What follows belongs to an exercise in optimizing a design on an open flow for small area, a short achievable clock period and few clock cycles; a production flow would make more cautious choices.
In this exercise RTL edits were held to simulation tests only and were not proved equivalent to the original.

File: design/flow/run.sh
#!/bin/bash
# synth_recipe.tcl (not shown) runs the flow's synth.tcl, then flattens the netlist and writes it again
# the make line also repeats each setting of config.mk as NAME=value (left out here)
make -C /OpenROAD-flow-scripts/flow DESIGN_CONFIG=/design/flow/config.mk WORK_HOME=/design/flow/orfs CLKGATE_MAP_FILE= SYNTH_SCRIPT=/design/flow/synth_recipe.tcl finish
File: design/flow/config.mk
export PLATFORM = sky130hd
export DESIGN_NAME = prf_telemetry_mux
export DESIGN_NICKNAME = prf_telemetry_mux
export VERILOG_FILES = /design/flow/design.v
export SDC_FILE = /design/flow/constraint.sdc
export NUM_CORES = 4
export LEC_CHECK = 0
export CAP_MARGIN = 20
export CORE_MARGIN = 2
export CORE_UTILIZATION = 40
export SLEW_MARGIN = 20
File: design/flow/constraint.sdc
create_clock -name core_clock -period 10.0 [get_ports {clk}]
set_input_delay 2.0000 -clock core_clock [delete_from_list [all_inputs] [get_ports {clk}]]
set_output_delay 2.0000 -clock core_clock [all_outputs]
set_load 0.01 [all_outputs]
File: design/flow/design.v
module prf_crc_word (
    input  wire [31:0] crc_in,
    input  wire [31:0] data,
    output reg  [31:0] crc_out
);
    localparam [31:0] POLY = 32'h04C11DB7;
    integer i;
    always @(*) begin
        crc_out = crc_in ^ data;
        for (i = 0; i < 32; i = i + 1) begin
            if (crc_out[31])
                crc_out = {crc_out[30:0], 1'b0} ^ POLY;
            else
                crc_out = {crc_out[30:0], 1'b0};
        end
    end
endmodule
module prf_telemetry_mux (
    input  wire         clk,
    input  wire         rst,
    input  wire [7:0]   tick,           
    input  wire         load_valid,     
    input  wire [2:0]   load_kind,
    input  wire [31:0]  load_value,
    input  wire         req_valid,
    output wire         req_ready,
    input  wire [7:0]   req_mask,
    input  wire [143:0] req_payload,    
    output reg          out_valid,
    input  wire         out_ready,
    output reg  [31:0]  out_data,
    output reg  [2:0]   out_nbytes,
    output reg          out_last
);
    function [3:0] f_size(input [2:0] k);
        case (k)
            3'd0: f_size = 4'd12;  3'd1: f_size = 4'd11;
            3'd2: f_size = 4'd14;  3'd3: f_size = 4'd13;
            3'd4: f_size = 4'd11;  3'd5: f_size = 4'd10;
            3'd6: f_size = 4'd10;  default: f_size = 4'd9;
        endcase
    endfunction
    function [7:0] f_kbit(input [2:0] k);
        case (k)
            3'd0: f_kbit = 8'd6;  3'd1: f_kbit = 8'd2;
            3'd2: f_kbit = 8'd5;  3'd3: f_kbit = 8'd1;
            3'd4: f_kbit = 8'd7;  3'd5: f_kbit = 8'd3;
            3'd6: f_kbit = 8'd4;  default: f_kbit = 8'd0;
        endcase
    endfunction
    function [4:0] f_off(input [2:0] k);
        case (k)
            3'd0: f_off = 5'd0;   3'd1: f_off = 5'd3;
            3'd2: f_off = 5'd5;   3'd3: f_off = 5'd10;
            3'd4: f_off = 5'd14;  3'd5: f_off = 5'd16;
            3'd6: f_off = 5'd17;  default: f_off = 5'd18;
        endcase
    endfunction
    function [1:0] f_nwl(input [2:0] k);    
        case (k)
            3'd2:    f_nwl = 2'd2;
            3'd7:    f_nwl = 2'd0;
            default: f_nwl = 2'd1;
        endcase
    endfunction
    function [31:0] f_init(input [2:0] k);
        case (k)
            3'd0: f_init = 32'hF9FFFFFF;  3'd1: f_init = 32'h9BF3A90F;
            3'd2: f_init = 32'h09B93D59;  3'd3: f_init = 32'h4AC9A203;
            3'd4: f_init = 32'h9BF6A90F;  3'd5: f_init = 32'h09B93B59;
            3'd6: f_init = 32'h09B93C59;  default: f_init = 32'h4E08BFB4;
        endcase
    endfunction
    function [31:0] f_word(input [2:0] k, input [1:0] w, input [31:0] c, input [143:0] p);
        reg [95:0] v;    
        begin
            case (k)
                3'd0: v = {8'h00, c[7:0], c[15:8], c[23:16],
                           c[31:24], p[7:0], p[15:8], p[23:16], 32'h0};
                3'd1: v = {16'h0000, c[7:0], c[15:8],
                           c[23:16], c[31:24], p[31:24], p[39:32], 32'h0};
                3'd2: v = {24'h000000, c[7:0],
                           c[15:8], c[23:16], c[31:24], p[47:40],
                           p[55:48], p[63:56], p[71:64], p[79:72]};
                3'd3: v = {c[7:0], c[15:8], c[23:16], c[31:24],
                           p[87:80], p[95:88], p[103:96], p[111:104], 32'h0};
                3'd4: v = {16'h0000, c[7:0], c[15:8],
                           c[23:16], c[31:24], p[119:112], p[127:120], 32'h0};
                3'd5: v = {24'h000000, c[7:0],
                           c[15:8], c[23:16], c[31:24], p[135:128], 32'h0};
                3'd6: v = {24'h000000, c[7:0],
                           c[15:8], c[23:16], c[31:24], p[143:136], 32'h0};
                default: v = {c[7:0], c[15:8], c[23:16], c[31:24], 64'h0};
            endcase
            case (w)
                2'd0:    f_word = v[95:64];
                2'd1:    f_word = v[63:32];
                default: f_word = v[31:0];
            endcase
        end
    endfunction
    function [2:0] f_first(input [7:0] m);
        casez (m)
            8'b???????1: f_first = 3'd0;
            8'b??????10: f_first = 3'd1;
            8'b?????100: f_first = 3'd2;
            8'b????1000: f_first = 3'd3;
            8'b???10000: f_first = 3'd4;
            8'b??100000: f_first = 3'd5;
            8'b?1000000: f_first = 3'd6;
            default:     f_first = 3'd7;
        endcase
    endfunction
    function [7:0] f_above(input [2:0] k);    
        f_above = 8'hFE << k;
    endfunction
    reg [31:0] cnt [0:7];
    integer k;
    always @(posedge clk) begin
        if (rst) begin
            for (k = 0; k < 8; k = k + 1) cnt[k] <= 32'd0;
        end else begin
            for (k = 0; k < 8; k = k + 1) begin
                if (load_valid && load_kind == k)
                    cnt[k] <= load_value;
                else if (tick[k])
                    cnt[k] <= cnt[k] + 32'd1;
            end
        end
    end
    reg [255:0] scnt;         
    reg [143:0] spay;
    reg [7:0]   smask;        
    wire [7:0] rmask = {req_mask[0], req_mask[4], req_mask[3], req_mask[7],
                        req_mask[1], req_mask[5], req_mask[2], req_mask[6]};
    reg        g_act;         
    reg        g_hold;        
    reg [2:0]  gk;            
    reg [3:0]  gidx;          
    reg        e_act;         
    reg [2:0]  ek;
    reg [1:0]  ew;
    reg [31:0] crc_s;
    reg        h_val;         
    reg [31:0] crc_h;
    wire [31:0] e_cnt  = scnt[32*ek +: 32];
    wire [31:0] e_word = f_word(ek, ew, e_cnt, spay);
    wire [31:0] e_base = (ew == 2'd0) ? f_init(ek) : crc_s;
    wire [31:0] crc_next;
    prf_crc_word u_crc (.crc_in(e_base), .data(e_word), .crc_out(crc_next));
    wire        e_wlast = (ew == f_nwl(ek));
    wire [7:0]  e_rest  = smask & f_above(ek);
    wire [3:0]  g_size  = f_size(gk);
    wire [3:0]  g_body  = g_size - 4'd4;
    wire [7:0]  g_rest  = smask & f_above(gk);
    wire        g_more  = |g_rest;
    wire [2:0]  nk      = f_first(g_rest);
    wire [4:0]  g_end   = {1'b0, gidx} + 5'd4;
    wire        g_cross = (g_end >= {1'b0, g_size});     
    wire        g_last  = g_cross && (g_hold || !g_more);
    wire        g_crcfin = g_cross && (gidx < g_size);   
    wire [31:0] g_cnt   = scnt[32*gk +: 32];
    wire [31:0] n_cnt   = scnt[32*nk +: 32];
    wire [31:0] g_crc   = h_val ? crc_h : crc_next;
    wire [4:0]  g_poff  = f_off(gk) - 5'd5;
    reg  [31:0] g_data;
    reg  [4:0]  o;
    reg  [4:0]  pi;
    reg  [3:0]  ci;
    integer j;
    always @(*) begin
        g_data = 32'd0;
        for (j = 0; j < 4; j = j + 1) begin
            o  = {1'b0, gidx} + j;
            pi = g_poff + o;
            ci = o[3:0] - g_body;
            if (o < {1'b0, g_size}) begin
                if (o == 5'd0)
                    g_data[8*j +: 8] = f_kbit(gk);
                else if (o < 5'd5)
                    g_data[8*j +: 8] = g_cnt[8*(o-1) +: 8];
                else if (o < {1'b0, g_body})
                    g_data[8*j +: 8] = spay[8*pi +: 8];
                else
                    g_data[8*j +: 8] = g_crc[8*ci[1:0] +: 8];
            end else begin
                case (o - {1'b0, g_size})
                    5'd0:    g_data[8*j +: 8] = f_kbit(nk);
                    5'd1:    g_data[8*j +: 8] = n_cnt[7:0];
                    default: g_data[8*j +: 8] = n_cnt[15:8];
                endcase
            end
        end
    end
    wire [2:0] g_nbytes = g_last ? (g_size[2:0] - gidx[2:0]) : 3'd4;
    wire advance = !out_valid || out_ready;
    wire gadv    = advance && g_act;               
    assign req_ready = !g_hold && (!g_act || g_last);
    wire take    = req_valid && req_ready;
    wire h_rel     = gadv && g_crcfin && h_val;    
    wire g_usefin  = gadv && g_crcfin && !h_val;   
    wire e_done    = e_act && e_wlast && (!h_val || h_rel);
    wire e_step    = e_act && !e_wlast;
    wire [2:0] r_first = f_first(rmask);
    wire [2:0] s_first = f_first(smask);
    always @(posedge clk) begin
        if (req_ready) begin
            for (k = 0; k < 8; k = k + 1)
                scnt[32*k +: 32] <= cnt[k];
            spay <= req_payload;
        end
        if (take)
            smask <= rmask;
        if (e_step)
            crc_s <= crc_next;
        if (e_done && !g_usefin)
            crc_h <= crc_next;
        if (advance) begin
            out_data   <= g_data;
            out_nbytes <= g_nbytes;
            out_last   <= g_last;
        end
    end
    always @(posedge clk) begin
        if (rst) begin
            g_act     <= 1'b0;
            g_hold    <= 1'b0;
            e_act     <= 1'b0;
            h_val     <= 1'b0;
            out_valid <= 1'b0;
        end else begin
            if (advance)
                out_valid <= g_act;
            if (gadv) begin
                if (g_last) begin
                    if (g_hold) begin
                        g_hold <= 1'b0;
                        gk     <= (smask == 8'd0) ? 3'd7 : s_first;
                        gidx   <= (smask == 8'd0) ? 4'd9 : 4'd0;
                    end else if (take) begin
                        gk     <= (rmask == 8'd0) ? 3'd7 : r_first;
                        gidx   <= (rmask == 8'd0) ? 4'd9 : 4'd0;
                    end else
                        g_act  <= 1'b0;
                end else if (g_cross) begin
                    gk   <= nk;
                    gidx <= g_end[3:0] - g_size;
                end else
                    gidx <= g_end[3:0];
            end else if (take) begin
                if (g_act)
                    g_hold <= 1'b1;
                else begin
                    g_act <= 1'b1;
                    gk    <= (rmask == 8'd0) ? 3'd7 : r_first;
                    gidx  <= (rmask == 8'd0) ? 4'd9 : 4'd0;
                end
            end
            if (take) begin
                e_act <= (rmask != 8'd0);
                ek    <= r_first;
                ew    <= 2'd0;
            end else if (e_done) begin
                e_act <= |e_rest;
                ek    <= f_first(e_rest);
                ew    <= 2'd0;
            end else if (e_step)
                ew <= ew + 2'd1;
            if (e_done && !g_usefin)
                h_val <= 1'b1;
            else if (h_rel)
                h_val <= 1'b0;
        end
    end
endmodule
==> out/metrics.cfg <==
[worst_hold_path]
hold-path-endpoint=scnt[126]
min_from=cnt[3][30]
worst_hold_path.num_cells=0
hp-class=flop to flop

[timing]
max_slew.worst_pin.slew_ps=1220
finClkSkew_ps=48.1
drv_slew=0
fin_crit_ps=7680
setup_viol=0
hold_violations=0
setup_tns_ps=0
finalWorstSetupSlack_ps=2320
timing.final.crit_share_pct=76.8
slew_headroom_pct=17.9
max_freq_ghz=0.130
rsz0062_at_grt=no

[floorplanning]
start_util_pct=40.3
boundaryPins=238
die_w_um=359
core_area_mm2=0.125
dieHeight_um=359
rows=130
die_area_mm2=0.129

[yosys]
syn_nets=4795
seq_area_frac_synth_pct=41.3
synth-seq-cells=781
synthesis.area_mm2=0.0505
synthFlopType=edfxtp_1
async_reset_ff_share_pct=0
synth_warnings=3
avgSynthCellArea_um2=11.2
syn_inst=4524
synth_edf_count=520
synth_cell_types=107

[clock_tree]
cts.reportedPaths.clkPinSlew_ps=60
cts_buffers=83
clkSinkCount=781
insertion_delay_ps=750
postCtsSetupBuffers=0
cts.repair.resized=0
tritoncts=built
cts_max_level=3
hold_buffers=0
clock_path_buffers=3
ctsRootBufferMaster=clkbuf_16

[placed_design]
numPortBuffers=237
place_congestion=1.06
dp_cells=6170
hpwlAfterDp_mm=167
pre_cts_ws_ps=2670

[grt]
grt_pass1_wl_mm=297
grt_overflow=0
antenna_found_initial=12
grt_max_degree=159
grt_pass1_vias=37420
grtUsageTotal_pct=32.5

[drt]
first_iter_violations=6176
vias_per_cell=6.50
drc_errors=0
wl_per_cell_um=34.0
num_vias=41142
dr.pass1.iters=8
postRouteAntennaNets=0
drt_wl_total_mm=215

[critical_path]
worstPathArrival_ps=5680
critPathCaptureType=output pin
worstSetupPathType=flop to output pin
start_kind=flop
r2r_cells=16
r2r_slack_ps=2480
cp_max_fo=103
reg2reg_to=out_data[17]
r2r-start=ek[0]
required_ps=8000

[final_layout]
drive_above_1_share_pct=14.2
syn_to_final_growth_pct=13.6
finalNonFillerCells=6330
mostFrequentLayoutCells=edfxtp_1, nor2_1, nand2_1, mux4_2, dfxtp_1
final_common_cell=edfxtp_1
nets=4876

[job]
max-cap-violations=0

[status]
outcome=no timing/DRC/antenna violations

==> how the worst max path moves through the flow <==
stage | to | slack (ps) | startpoint | depth (start not counted)
2_1_floorplan | ew[0] | -1420 | gk[1] | 18
3_3_place_gp | out_data[17] | 2770 | ek[0] | 16
3_5_place_dp | out_data[17] | 2670 | ek[0] | 16
4_1_cts | req_ready | 2440 | gk[1] | 12
5_1_grt | req_ready | 2130 | gk[1] | 12
6_report | req_ready | 2320 | gk[1] | 12
==> layer usage <==
| layer | share of wire (%) | wire length (um) | GRT usage, % |
|---|---|---|---|
| met1 | 39 | 84500 | 43.4 |
| met2 | 43 | 93300 | 48.4 |
| met3 | 11 | 24400 | 8.74 |
| met4 | 6.1 | 13100 | 16.5 |
| met5 | 0.0051 | 11 | 0 |
==> through the flow <==
step | cell area (um2) | hold WS, ps | utilization [%]
2_1_floorplan | 50700 | 408 | -
3_3_place_gp | 54400 | 415 | 43.4
3_5_place_dp | 54400 | 416 | 43.4
4_1_cts | 57300 | 442 | 45.7
5_1_grt | 57300 | 450 | 45.7
6_report | 57400 | 438 | 45.7
==> Yosys cell counts (all sizes together), types with 9 or more instances <==
library cell	instances	area, um2
ha	62	776
xnor3	67	1520
and3	86	538
a211oi	251	1880
clkbuf	231	885
buf	100	604
o22ai	19	133
o211ai	21	163
a21boi	12	90.1
dfxtp	261	5230
mux2	68	769
nand4	61	382
fa	9	180
a311oi	56	497
a32oi	13	114
nor3	31	165
a21oi	141	709
inv	72	270
or3	53	332
nor2b	32	200
mux2i	188	1890
xnor2	195	1850
and2	33	206
a221o	10	100
o2111ai	13	120
a221oi	37	324
a22oi	37	278
nand2b	22	140
nand2	374	1400
o21ai	186	931
xor2	222	2080
mux4	266	5990
a31oi	28	190
nor2	463	1750
o221ai	30	280
and4	13	114
edfxtp	520	15600
nand3	98	490
a21o	14	105
==> logic make-up (layout without fill, tap and decap cells) <==
kind of cell	count (synthesis)	count (layout)	share of synthesized area [%]
compound gates	948	948	13.1
xor+xnor	492	492	11.2
fa+ha+maj	71	71	1.89
buf+inv	405	556	3.50
flops	781	781	41.3
mux	522	522	17.1
other cells	0	5	0
simple gates	1305	1305	11.9
==> critical path: stages, from the launching register on <==
cell	delay, ps
edfxtp_1	860
buf_4	480
nor2b_1	110
o21ai_0	240
a21oi_2	80
buf_4	260
inv_1	590
a21oi_1	360
nor2_4	380
inv_2	160
a21oi_4	180
buf_12	470
clkdlybuf4s50_1	660
==> final cells by class <==
cell class	instances	area [um2]
fillers	11540	68100
multi-input cells	3338	28100
flip-flops and latches	781	20800
repair buffers	327	3100
clock buffers	105	2370
well taps	1650	2060
clock inverters	50	557
inverters	74	280
diodes	5	12.5
==> state kept, by name (all words and copies together), names as in the netlist <==
name        flops
scnt          256
gidx            4
smask           8
h_val           1
g_hold          1
ew              2
gk              3
spay          144
out_data       32
e_act           1
crc_s          32
out_valid       1
crc_h          32
ek              3
out_last        1
g_act           1
out_nbytes      3
cnt           256
Testbench counts, summed over its fixed seeds: cycles 31,934.

port drivers added, routing unchanged:
In the flow no input, the clock included, has a driving cell. The finished layout below was timed again as built, in two steps.
Step 1: set_driving_cell puts a clkbuf_16 on clk and a buf_2 on each other input, an assumption about the parent block.
Step 2, shift: input delay + t, output delay - t, t = (earliest + latest rising clock arrival at the registers) / 2. This alone moves slack from input paths to output paths.
Three values: ideal ports, drivers, drivers and shift; two values: the first two.
t, ns: 0.804
setup slack, ns: 2.316 / 2.235 / 2.480
worst setup path at the end: register to register
worst data-port slew with drivers (ns): 0.17
After both steps setup and hold are still met in this run. The setup slack of this run moves by -0.081 ns with the drivers and by +0.164 ns with both steps.
